This is an optimization exercise on Yosys and OpenROAD, whose aim is small area, a short achievable clock period and few clock cycles, not a production implementation. Function was checked by simulation only, so behaviour that the tests miss may differ from the original. Power and IR drop assume default switching activity.

north:
Design frisc_core, start of the top module:
module frisc_core (
    input  wire        clk,
    input  wire        rst,         
    output wire        mem_req,
    output wire        mem_we,
    output wire [31:0] mem_addr,    
    output wire [3:0]  mem_be,
    output wire [31:0] mem_wdata,
    input  wire        mem_ack,
    input  wire [31:0] mem_rdata,
    input  wire [2:0]  irq,         
    input  wire        nmi,         
    output wire        nmi_ack,
    output wire        halted,
    output wire        faulted
);
Size in the first run: roughly 3800 cells after synthesis, about 340 flip-flops.
==> flow/config.mk <==
export PLATFORM = sky130hd
export DESIGN_NAME = frisc_core
export DESIGN_NICKNAME = frisc_core
export VERILOG_FILES = /design/flow/design.v
export SDC_FILE = /design/flow/constraint.sdc
export NUM_CORES = 4
export LEC_CHECK = 0
export CAP_MARGIN = 20
export CORE_MARGIN = 2
export CORE_UTILIZATION = 30
export SETUP_SLACK_MARGIN = 2.0
export SLEW_MARGIN = 20
==> flow/constraint.sdc <==
create_clock -name core_clock -period 8.0 [get_ports {clk}]
set_input_delay 1.6000 -clock core_clock [delete_from_list [all_inputs] [get_ports {clk}]]
set_output_delay 1.6000 -clock core_clock [all_outputs]
set_load 0.01 [all_outputs]
run.sh (not shown) runs the stock make flow with config.mk's settings and CLKGATE_MAP_FILE= SYNTH_SCRIPT=/design/flow/synth_recipe.tcl, a recipe that flattens the netlist after the stock synthesis.
north: full flow OK, the timing, design-rule and antenna checks passed
Testbench counts of north, summed over its fixed seeds: cycles 35,966.
The inputs of south differ from those of north as listed below.
- changing SETUP_SLACK_MARGIN from 2.0 to 1.5
[summary]
- Both conditions hold for south: the flow ran to the end and the final layout passed the timing, design-rule and antenna checks.
- Changes observed in south relative to north: depth of the CTS H-tree stayed essentially flat, net count reported at finish lower.
- Going from north to south, final area went down about 6%, routing usage on met3 went down 0.26 points.


Setup of AL:
frisc_core, a different RTL version from the one above (not shown whole).
For scale: ~350 flip-flops, ~110 I/O pins, ~32000 um2 of cells after synthesis.
==> flow/config.mk <==
export PLATFORM = sky130hd
export DESIGN_NAME = frisc_core
export DESIGN_NICKNAME = frisc_core
export VERILOG_FILES = /design/flow/design.v
export SDC_FILE = /design/flow/constraint.sdc
export NUM_CORES = 4
export LEC_CHECK = 0
export CAP_MARGIN = 20
export CORE_MARGIN = 2
export CORE_UTILIZATION = 30
export SETUP_SLACK_MARGIN = 2.0
export SLEW_MARGIN = 20
export TNS_END_PERCENT = 10
==> flow/constraint.sdc <==
create_clock -name core_clock -period 8.0 [get_ports {clk}]
set_input_delay 1.6000 -clock core_clock [delete_from_list [all_inputs] [get_ports {clk}]]
set_output_delay 1.6000 -clock core_clock [all_outputs]
set_load 0.01 [all_outputs]
AL ended with every stage complete and zero timing, DRC or antenna violations.
Testbench counts of AL, summed over its fixed seeds: cycles 35,966.
The inputs of PW differ from those of AL as listed below.
# AL
export LEC_CHECK = 0
export CAP_MARGIN = 20
export CORE_MARGIN = 2
export CORE_UTILIZATION = 30
export SETUP_SLACK_MARGIN = 2.0
export SLEW_MARGIN = 20
export TNS_END_PERCENT = 10
create_clock -name core_clock -period 8.0 [get_ports {clk}]
# PW
export LEC_CHECK = 0
export CAP_MARGIN = 20
export CORE_MARGIN = 2
export CORE_UTILIZATION = 30
export SETUP_SLACK_MARGIN = 1.5
export SLEW_MARGIN = 20
create_clock -name core_clock -period 8.0 [get_ports {clk}]
==> comparison <==
Relative to AL, the placed wire-length estimate of PW is higher by about 1.2%.
When PW is set beside AL, its global-route usage turns out to be 0.47 points smaller.
PW and AL ended up with roughly the same global routing usage on met1.
PW finished all stages; the layout is clean.
Of PW and AL, it is PW that has the lower cell area.


frisc_core, a different RTL version from the one above (not shown whole).
For scale: about 4,900 cells after synthesis, ~110 I/O pins, about 32,000 µm² of cells after synthesis.
make LEC_CHECK=0 ABC_AREA=1 CAP_MARGIN=20 CORE_MARGIN=2 CORE_UTILIZATION=30 SETUP_SLACK_MARGIN=1.5 SLEW_MARGIN=20 finish   # period 8.0 ns
The starting point finished clean.
Testbench counts at the start, summed over its fixed seeds: cycles 35,966.
==> next run, changes <==
- SETUP_SLACK_MARGIN: 1.5 -> 2.5
Fmax rises by about a fifth.
Flip-flop and latch count is unchanged.
Design area rises by roughly a tenth.
Wire length falls slightly.
Utilization rises by 3.4 points.
Sequential share of layout area falls by 2.1 points.
Synthesized cell count does not change.
Area after synthesis stays the same.
Final cell count rises by a few percent.
Register-to-register slack gains 610 ps.
Power rises by a little under a tenth.
==> next run, changes <==
- SETUP_SLACK_MARGIN: 2.5 -> 3.0
- The changed run ran to the end with no violations
- combinational power rose by about a fifth
- design area rose by roughly a tenth
- via count rose by a few percent
- sequential share of layout area fell by 2.1 points
- global-route usage rose by 1.3 points
- worst setup slack barely changes
- total power rose by roughly a tenth
- flip-flop and latch count does not change

==> port drivers added, routing unchanged <==
How much do the figures lean on ideal ports? The routed layouts below were timed once more, with nothing changed but the port constraints.
Step 1 sets driving cells, clkbuf_16 on the clock port and buf_2 on the other inputs (assumed; they add their load-dependent delay and slew).
Step 2 times the ports against the registers' clock, not the clock port: input delays grow and output delays shrink by t, the midpoint of the rising clock arrivals with the driver on.
Slacks: ideal ports / drivers / drivers and shift; pairs: ideal ports / drivers.
run | t, ns | setup slack, ns | worst setup path at the end | worst data-port slew with drivers (ns) | cell pins on the clock port's net
north | 0.705 | 1.359 / 1.359 / 0.693 | input to register | 0.06 | 1
south | 0.687 | 1.302 / 1.350 / 0.663 | input to register | 0.08 | 1
AL | 0.651 | 1.497 / 1.401 / 0.749 | input to register | 0.20 | 1
PW | 0.643 | 1.463 / 1.406 / 0.763 | input to register | 0.22 | 1
the first run of note 3 | 0.679 | 1.478 / 1.436 / 0.838 | input to register | 0.07 | 1
the second run of note 3 | 0.671 | 2.477 / 2.410 / 1.806 | input to register | 0.08 | 1
the third run of note 3 | 0.658 | 2.478 / 2.483 / 1.825 | input to register | 0.12 | 1
After both steps setup and hold are still met in every run listed. The setup slack of AL, which loses most, moves by -0.096 ns with the drivers and by -0.748 ns with both steps.
